This design comes from an exercise in tuning for small area, a short achievable clock period and few clock cycles per item on the open sky130 flow, not from production work.
Function was checked by simulation only, so behaviour that the tests miss may differ from the original.

exp/pepper:
## ws_arith
module ws_arith (
    input  wire        clk,
    input  wire        rst,
    input  wire        in_valid,
    output wire        in_ready,
    input  wire [1:0]  in_op,
    input  wire        in_w8,
    input  wire [31:0] in_a,
    input  wire [31:0] in_b,
    output wire        out_valid,
    input  wire        out_ready,
    output wire [31:0] out_data
);
export LEC_CHECK = 0
export ABC_AREA = 1
export CAP_MARGIN = 20
export CORE_MARGIN = 2
export CORE_UTILIZATION = 30
export SLEW_MARGIN = 20
create_clock -name core_clock -period 17.0 [get_ports {clk}]
run.sh (not shown) runs the stock make flow with config.mk's settings and CLKGATE_MAP_FILE= SYNTH_SCRIPT=/design/flow/synth_recipe.tcl, a recipe that flattens the netlist after the stock synthesis.
Testbench counts of exp/pepper, summed over its fixed seeds: cycles 20,617, items 3,936.
diff inputs: exp/pepper => exp/harbor
--- a/flow/design.v
+++ b/flow/design.v
@@ -45,16 +45,17 @@
     reg        spec;     
     reg [4:0]  cnt;      
     reg        neg;      
     reg        seen;     
     reg        g1, g2, st;   
     reg        ov;
     reg [31:0] od;
+    reg        oc;
     assign out_valid = ov;
-    assign out_data  = od;
+    assign out_data  = od + {31'd0, oc};
     wire [31:0] lx = b_a;
     wire [31:0] ly = (b_op == OP_SCALE) ? (b_w8 ? F127 : F32767) : b_b;
     wire [7:0]  lxe = lx[30:23];
     wire [7:0]  lye = ly[30:23];
     wire lx_nan  = (lxe == 8'hFF) && (lx[22:0] != 23'd0);
     wire ly_nan  = (lye == 8'hFF) && (ly[22:0] != 23'd0);
     wire lx_inf  = (lx[30:0] == 31'h7F800000);
@@ -163,36 +164,44 @@
         end else begin
             f_e = 10'sd0;
             f_m = acc[22:0];
             f_g = g1n;
             f_s = g1 | stn;
         end
     end
-    wire        f_rup = f_g & (f_s | f_m[0]);
     wire        f_ovf = !f_e[9] && (f_e[8] || (&f_e[7:0]));
-    wire [30:0] f_mag = f_ovf ? 31'h7F800000 : ({f_e[7:0], f_m} + {30'd0, f_rup});
-    wire [31:0] f_res = {u_sgn, f_mag};
+    wire [31:0] f_x   = f_ovf ? {u_sgn, 31'h7F800000} : {u_sgn, f_e[7:0], f_m};
+    wire        f_c   = !f_ovf && f_g && (f_s || f_m[0]);
     wire        c_inc = (us == U_CHK) ? (|R) : e_inc;
     wire        c_sat = (us == U_IMM) ? 1'b1 : e_sat;
-    wire [16:0] c_n   = {1'b0, Q[15:0]} + {16'd0, c_inc};
-    wire        c_big = c_sat || (u_w8 ? (|c_n[16:7]) : (|c_n[16:15]));
-    wire [15:0] c_m   = c_big ? (u_w8 ? 16'd127 : 16'd32767) : c_n[15:0];
-    wire [31:0] c_res = u_sgn ? (32'd0 - {16'd0, c_m}) : {16'd0, c_m};
-    reg [31:0] res;
-    always @* begin
+    wire        c_big = c_sat || (u_w8 ? ((|Q[15:7]) || (c_inc && (&Q[6:0])))
+                                       : (Q[15] || (c_inc && (&Q[14:0]))));
+    wire [15:0] c_q   = c_big ? (u_w8 ? 16'd127 : 16'd32767) : Q[15:0];
+    wire        c_i   = !c_big && c_inc;
+    wire [31:0] c_x   = u_sgn ? {16'hFFFF, ~c_q} : {16'h0000, c_q};
+    wire        c_c   = c_i ^ u_sgn;
+    reg [31:0] res_x;
+    reg        res_c;
+    always @* begin
+        res_c = 1'b0;
         if (us == U_IMM) begin
             case (u_kind)
-                K_NAN:   res = u_enc ? 32'd0 : QNAN;
-                K_INF:   res = u_enc ? c_res : {u_sgn, 31'h7F800000};
-                default: res = {u_sgn, 31'd0};
+                K_NAN:   res_x = u_enc ? 32'd0 : QNAN;
+                K_INF:   begin
+                    res_x = u_enc ? c_x : {u_sgn, 31'h7F800000};
+                    res_c = u_enc & c_c;
+                end
+                default: res_x = {u_sgn, 31'd0};
             endcase
         end else if (u_enc || us == U_CHK) begin
-            res = c_res;
-        end else begin
-            res = f_res;
+            res_x = c_x;
+            res_c = c_c;
+        end else begin
+            res_x = f_x;
+            res_c = f_c;
         end
     end
     wire fin  = ((us == U_IT) && it_fin) || (us == U_RND) || (us == U_CHK) || (us == U_IMM);
     wire done = fin && (!ov || out_ready);
     wire load = bv && ((us == U_IDLE) || done);
     always @(posedge clk) begin
         if (in_ready) begin
@@ -211,16 +220,18 @@
     always @(posedge clk) begin
         if (rst)
             ov <= 1'b0;
         else if (done)
             ov <= 1'b1;
         else if (out_ready)
             ov <= 1'b0;
-        if (done)
-            od <= res;
+        if (done) begin
+            od <= res_x;
+            oc <= res_c;
+        end
     end
     always @(posedge clk) begin
         if (rst) begin
             us <= U_IDLE;
         end else if (load) begin
             u_op   <= b_op;
             u_w8   <= b_w8;
## What came out
The wire length after detailed routing number comes out higher for exp/pepper vs exp/harbor.
For exp/harbor, the start-to-end type of the worst setup path was register to output port, unlike exp/pepper, where it was register to register.
Global-route usage ended up 1.4 points lower on exp/harbor than on exp/pepper.
Capture point of the critical path: od[29] -> exp/pepper, out_data[30] -> exp/harbor
Fraction of area in registers: exp/harbor and exp/pepper compared, lower one is exp/pepper
Delta (exp/harbor minus exp/pepper): count of buffer and inverter cells on the critical path dropped 1; final-layout fill cell count dropped 469.
Diff exp/pepper -> exp/harbor: insertion delay to the later sink of the worst-skew pair decreased 30 ps, fraction of the core area covered by cells at the end of the flow essentially unchanged.
Cmp exp/harbor and exp/pepper / global-route wire length before repair / higher: exp/pepper
In the tables for exp/harbor and exp/pepper, worst hold slack reads lower with exp/harbor.
Testbench counts of exp/harbor, summed over its fixed seeds: cycles 20,617, items 3,936.

* * *

The RTL this note starts from:
==> flow/design.v <==
module ws_arith (
    input  wire        clk,
    input  wire        rst,
    input  wire        in_valid,
    output wire        in_ready,
    input  wire [1:0]  in_op,
    input  wire        in_w8,
    input  wire [31:0] in_a,
    input  wire [31:0] in_b,
    output wire        out_valid,
    input  wire        out_ready,
    output wire [31:0] out_data
);
    localparam OP_SCALE = 2'd0;
    localparam OP_ENC   = 2'd1;
    localparam OP_DEC   = 2'd2;
    localparam [31:0] QNAN   = 32'h7FC00000;
    localparam [31:0] F32767 = 32'h46FFFE00;   
    localparam [31:0] F127   = 32'h42FE0000;   
    localparam U_PRE  = 3'b000;    
    localparam U_IT   = 3'b001;    
    localparam U_IDLE = 3'b100;
    localparam U_IMM  = 3'b101;    
    localparam U_RND  = 3'b110;    
    localparam U_CHK  = 3'b111;    
    localparam K_ZERO = 2'd0;
    localparam K_INF  = 2'd1;
    localparam K_NAN  = 2'd2;
    reg        bv;
    reg [1:0]  b_op;
    reg        b_w8;
    reg [31:0] b_a;
    reg [31:0] b_b;
    reg [2:0]  us;
    reg [1:0]  u_op;
    reg        u_w8;
    reg        u_sgn;
    reg [1:0]  u_kind;
    reg [24:0] R;        
    reg [23:0] D;        
    reg [24:0] Q;        
    reg signed [9:0] W;  
    reg        lead;     
    reg        spec;     
    reg [4:0]  cnt;      
    reg        neg;      
    reg        seen;     
    reg        kb;       
    reg        g1, g2, st;   
    reg        ov;
    reg [31:0] od;
    reg        oc;
    reg        qv;
    reg [31:0] oq;
    assign out_valid = qv;
    assign out_data  = oq;
    wire [31:0] lx = b_a;
    wire [31:0] ly = (b_op == OP_SCALE) ? (b_w8 ? F127 : F32767) : b_b;
    wire [7:0]  lxe = lx[30:23];
    wire [7:0]  lye = ly[30:23];
    wire lx_nan  = (lxe == 8'hFF) && (lx[22:0] != 23'd0);
    wire ly_nan  = (lye == 8'hFF) && (ly[22:0] != 23'd0);
    wire lx_inf  = (lx[30:0] == 31'h7F800000);
    wire ly_inf  = (ly[30:0] == 31'h7F800000);
    wire lx_zero = (lx[30:0] == 31'd0);
    wire ly_zero = (ly[30:0] == 31'd0);
    wire [15:0] lk = b_w8 ? {{8{b_a[7]}}, b_a[7:0]} : b_a[15:0];
    wire lk_zero = (lk == 16'd0);
    wire l_div  = !b_op[1];
    wire l_dec  = (b_op == OP_DEC);
    wire [7:0] lxe1 = (lxe == 8'd0) ? 8'd1 : lxe;
    wire [7:0] lye1 = (lye == 8'd0) ? 8'd1 : lye;
    wire signed [9:0] lw_div = $signed({2'b00, lxe1}) - $signed({2'b00, lye1}) + 10'sd127;
    reg       l_imm;
    reg [1:0] l_kind;
    reg       l_sgn;
    always @* begin
        l_imm  = 1'b0;
        l_kind = K_ZERO;
        l_sgn  = l_dec ? (lk[15] ^ ly[31]) : (lx[31] ^ ly[31]);
        if (b_op == 2'd3) begin
            l_imm = 1'b1; l_kind = K_ZERO; l_sgn = 1'b0;
        end else if (l_dec) begin
            if (ly_nan || (ly_inf && lk_zero)) begin
                l_imm = 1'b1; l_kind = K_NAN;
            end else if (ly_inf) begin
                l_imm = 1'b1; l_kind = K_INF;
            end else if (lk_zero || ly_zero) begin
                l_imm = 1'b1; l_kind = K_ZERO;
            end
        end else begin
            if (lx_nan || ly_nan || (lx_inf && ly_inf) || (lx_zero && ly_zero)) begin
                l_imm = 1'b1; l_kind = K_NAN;
            end else if (lx_inf || ly_zero) begin
                l_imm = 1'b1; l_kind = K_INF;
            end else if (lx_zero || ly_inf) begin
                l_imm = 1'b1; l_kind = K_ZERO;
            end else if (b_op == OP_ENC && lye != 8'd0 && lw_div <= 10'sd124) begin
                l_imm = 1'b1; l_kind = K_ZERO;           
            end
        end
        if (l_imm && l_kind == K_ZERO && b_op[0]) l_sgn = 1'b0;    
    end
    wire u_div = !u_op[1];
    wire u_enc = (u_op == OP_ENC);
    wire [23:0] addend = u_div ? ~D : (kb ? D : 24'd0);
    wire [25:0] sum    = {1'b0, R} + {1'b0, u_div, addend} + {25'd0, u_div};
    wire        qb     = sum[25];                        
    wire [24:0] rsel   = (u_div && !qb) ? R : sum[24:0];
    wire [24:0] r_div  = {rsel[23:0], 1'b0};
    wire [24:0] r_mul  = {1'b0, sum[24:1]};
    wire [9:0]  w_dn   = W - 10'sd1;
    wire [9:0]  w_up   = W + 10'sd1;
    wire w_ge143 = (W >= 10'sd143);
    wire w_ge127 = (W >= 10'sd127);
    wire w_eq126 = (W == 10'sd126);
    wire w_le124 = (W <= 10'sd124);
    reg  e_fin, e_inc, e_sat, e_chk;
    always @* begin
        e_fin = 1'b0; e_inc = 1'b0; e_sat = 1'b0; e_chk = 1'b0;
        if (w_ge143) begin
            if (qb) begin e_fin = 1'b1; e_sat = 1'b1; end
        end else if (w_ge127) begin
        end else if (w_eq126) begin
            if (qb) begin e_fin = 1'b1; e_inc = 1'b1; end
        end else if (!lead) begin
            if (w_le124 || !qb) e_fin = 1'b1;            
        end else if (spec) begin
            if (cnt == 5'd2) begin
                if (qb) begin e_fin = 1'b1; e_inc = 1'b1; end
            end else if (cnt == 5'd1) begin
                if (qb) e_chk = 1'b1; else e_fin = 1'b1;
            end else begin
                if (!qb) e_fin = 1'b1;
            end
        end else begin
            if (!qb) e_fin = 1'b1;
            else if (cnt == 5'd1) begin e_fin = 1'b1; e_inc = 1'b1; end
        end
    end
    wire s_done = Q[23] || (W == -10'sd23);
    wire k_done = neg ? ((&Q[15:1]) && (seen || Q[0])) : !(|Q[15:1]);
    wire m_fin  = k_done && !W[9];       
    wire it_fin = u_enc ? e_fin : (u_op == OP_DEC) ? m_fin : 1'b0;
    wire [23:0] acc = r_mul[23:0];
    wire        g1n = sum[0];
    wire        stn = st | g2;
    reg  signed [9:0] f_e;
    reg  [22:0] f_m;
    reg         f_g, f_s;
    always @* begin
        if (us == U_RND) begin
            f_e = Q[24] ? (W + 10'sd25) : 10'sd0;
            f_m = Q[23:1];
            f_g = Q[0];
            f_s = |R;
        end else if (acc[23]) begin
            f_e = w_up;
            f_m = acc[22:0];
            f_g = g1n;
            f_s = g1 | stn;
        end else if (W >= 10'sd1) begin
            f_e = W;
            f_m = {acc[21:0], g1n};
            f_g = g1;
            f_s = stn;
        end else begin
            f_e = 10'sd0;
            f_m = acc[22:0];
            f_g = g1n;
            f_s = g1 | stn;
        end
    end
    wire        f_ovf = !f_e[9] && (f_e[8] || (&f_e[7:0]));
    wire [31:0] f_x   = f_ovf ? {u_sgn, 31'h7F800000} : {u_sgn, f_e[7:0], f_m};
    wire        f_c   = !f_ovf && f_g && (f_s || f_m[0]);
    wire        c_inc = (us == U_CHK) ? (|R) : e_inc;
    wire        c_sat = (us == U_IMM) ? 1'b1 : e_sat;
    wire        c_big = c_sat || (u_w8 ? ((|Q[15:7]) || (c_inc && (&Q[6:0])))
                                       : (Q[15] || (c_inc && (&Q[14:0]))));
    wire [15:0] c_q   = c_big ? (u_w8 ? 16'd127 : 16'd32767) : Q[15:0];
    wire        c_i   = !c_big && c_inc;
    wire [31:0] c_x   = u_sgn ? {16'hFFFF, ~c_q} : {16'h0000, c_q};
    wire        c_c   = c_i ^ u_sgn;
    reg [31:0] res_x;
    reg        res_c;
    always @* begin
        res_c = 1'b0;
        if (us == U_IMM) begin
            case (u_kind)
                K_NAN:   res_x = u_enc ? 32'd0 : QNAN;
                K_INF:   begin
                    res_x = u_enc ? c_x : {u_sgn, 31'h7F800000};
                    res_c = u_enc & c_c;
                end
                default: res_x = {u_sgn, 31'd0};
            endcase
        end else if (u_enc || us == U_CHK) begin
            res_x = c_x;
            res_c = c_c;
        end else begin
            res_x = f_x;
            res_c = f_c;
        end
    end
    wire xfer  = ov && (!qv || out_ready);
    wire stall = ov && qv;
    wire fin   = ((us == U_IT) && it_fin) || (us == U_RND) || (us == U_CHK) || (us == U_IMM);
    wire done  = fin && !stall;
    wire load  = bv && !stall && ((us == U_IDLE) || fin);
    assign in_ready = !bv || (us[2] && !(ov && qv));
    always @(posedge clk) begin
        if (in_ready) begin
            b_op <= in_op;
            b_w8 <= in_w8;
            b_a  <= in_a;
            b_b  <= in_b;
        end
        if (rst)
            bv <= 1'b0;
        else if (in_ready)
            bv <= in_valid;
        else if (load)
            bv <= 1'b0;
    end
    always @(posedge clk) begin
        if (rst) begin
            ov <= 1'b0;
            qv <= 1'b0;
        end else begin
            ov <= done || (ov && !xfer);
            qv <= xfer || (qv && !out_ready);
        end
        if (done) begin
            od <= res_x;
            oc <= res_c;
        end
        if (xfer)
            oq <= od + {31'd0, oc};
    end
    always @(posedge clk) begin
        if (rst)
            us <= U_IDLE;
        else if (load)
            us <= l_imm ? U_IMM : (lye == 8'd0) ? U_PRE : U_IT;
        else if (done)
            us <= U_IDLE;
        else if (!stall) begin
            if (us == U_PRE && D[22])
                us <= U_IT;
            if (us == U_IT && u_enc && e_chk)
                us <= U_CHK;
            if (us == U_IT && u_op == OP_SCALE && s_done)
                us <= U_RND;
        end
    end
    always @(posedge clk) begin
        if (load) begin
            u_op   <= b_op;
            u_w8   <= b_w8;
            u_sgn  <= l_sgn;
            u_kind <= l_kind;
            R      <= l_div ? {1'b0, (lxe != 8'd0), lx[22:0]} : 25'd0;
            D      <= {(lye != 8'd0), ly[22:0]};
            Q      <= l_div ? 25'd0 : {9'd0, lk};
            W      <= l_div ? lw_div : $signed({2'b00, lye1});
            lead   <= 1'b0;
            spec   <= 1'b0;
            neg    <= lk[15];
            seen   <= 1'b0;
            kb     <= lk[0];
            g1     <= 1'b0;
            g2     <= 1'b0;
            st     <= 1'b0;
        end else if (!stall) begin
            case (us)
                U_PRE: begin
                    D <= {D[22:0], 1'b0};
                    W <= u_div ? w_up : w_dn;
                end
                U_IT: begin
                    if (u_div) begin
                        R <= r_div;
                        W <= w_dn;
                        if (!u_enc || w_ge127) Q <= {Q[23:0], qb};
                        if (u_enc) begin
                            lead <= lead | qb;
                            cnt  <= (!lead && qb) ? 5'd24 : cnt - 5'd1;
                            if (!lead && qb && (W == 10'sd125)) spec <= 1'b1;
                        end
                    end else begin
                        R    <= r_mul;
                        W    <= w_up;
                        Q    <= {Q[24:16], Q[15], Q[15:1]};
                        seen <= seen | Q[0];
                        kb   <= Q[1] ^ (neg & (seen | Q[0]));
                        g1   <= g1n;
                        g2   <= g1;
                        st   <= stn;
                    end
                end
                default: ;
            endcase
        end
    end
endmodule
clock: 17.0 ns
lec_check: 0
abc_area: 1
cap_margin: 20
core_margin: 2
core_utilization: 55
slew_margin: 20
The first run completed with no timing, DRC or antenna violations.
Testbench counts at the start, summed over its fixed seeds: cycles 20,734, items 3,936.
Edit:
--- a/flow/design.v
+++ b/flow/design.v
@@ -17,12 +17,12 @@
     localparam [31:0] QNAN   = 32'h7FC00000;
     localparam [31:0] F32767 = 32'h46FFFE00;   
     localparam [31:0] F127   = 32'h42FE0000;   
-    localparam U_PRE  = 3'b000;    
-    localparam U_IT   = 3'b001;    
-    localparam U_IDLE = 3'b100;
-    localparam U_IMM  = 3'b101;    
-    localparam U_RND  = 3'b110;    
-    localparam U_CHK  = 3'b111;    
+    localparam U_IDLE = 3'd0;
+    localparam U_PRE  = 3'd1;    
+    localparam U_IT   = 3'd2;    
+    localparam U_RND  = 3'd3;    
+    localparam U_CHK  = 3'd4;    
+    localparam U_IMM  = 3'd5;    
     localparam K_ZERO = 2'd0;
     localparam K_INF  = 2'd1;
     localparam K_NAN  = 2'd2;
@@ -31,6 +31,7 @@
     reg        b_w8;
     reg [31:0] b_a;
     reg [31:0] b_b;
+    assign in_ready = !bv;
     reg [2:0]  us;
     reg [1:0]  u_op;
     reg        u_w8;
@@ -95,8 +96,6 @@
                 l_imm = 1'b1; l_kind = K_INF;
             end else if (lx_zero || ly_inf) begin
                 l_imm = 1'b1; l_kind = K_ZERO;
-            end else if (b_op == OP_ENC && lye != 8'd0 && lw_div <= 10'sd124) begin
-                l_imm = 1'b1; l_kind = K_ZERO;           
             end
         end
         if (l_imm && l_kind == K_ZERO && b_op[0]) l_sgn = 1'b0;    
@@ -204,11 +203,10 @@
         end
     end
     wire xfer  = ov && (!qv || out_ready);
-    wire stall = ov && qv;
+    wire stall = ov && !xfer;
     wire fin   = ((us == U_IT) && it_fin) || (us == U_RND) || (us == U_CHK) || (us == U_IMM);
     wire done  = fin && !stall;
     wire load  = bv && !stall && ((us == U_IDLE) || fin);
-    assign in_ready = !bv || (us[2] && !(ov && qv));
     always @(posedge clk) begin
         if (in_ready) begin
             b_op <= in_op;
What happened: Synthesized cell count drops by about 0.5%; global-route usage drops by 0.65 points; register-to-register slack loses 0.75 ns; area after synthesis drops by 1.1%; final cell count drops by about 0.66%; via count drops by about 0.7%; worst setup slack loses 0.75 ns; count of clock-buffer cells in the layout drops by 1; design area drops by about 1.4%; non-clock buffer count drops by 2; routed wire length drops by 1.7%.
Testbench counts after the change, summed over its fixed seeds: cycles 20,625, items 3,936.

-- separate check: timing with driven ports --
No port has a modelled driver above. Below, the same layouts with a new extraction and two added sets of constraints. Step 1 sets driving cells, clkbuf_16 on the clock port and buf_2 on the other inputs (assumed; they add their load-dependent delay and slew). Step 2 also shifts input and output timing later by t, the mid clock arrival at the registers, as if the neighbouring blocks saw the same clock. a / b / c = ideal / step 1 / step 2; a / b = the first two.
run | t, ns | setup slack, ns | worst register clock-pin slew, ns | cell pins on the clock port's net
exp/pepper | 0.627 | 10.224 / 10.224 / 10.092 | 0.07 / 0.07 | 1
exp/harbor | 0.600 | 9.782 / 9.730 / 10.330 | 0.06 / 0.06 | 1
the first run of note 2 | 0.598 | 11.415 / 11.415 / 11.415 | 0.07 / 0.07 | 1
the second run of note 2 | 0.603 | 10.660 / 10.660 / 10.134 | 0.07 / 0.07 | 1
After both steps every run listed still meets setup and hold. The setup slack of the second run of note 2, which loses most, moves by 0.000 ns with the drivers and by -0.526 ns with both steps.
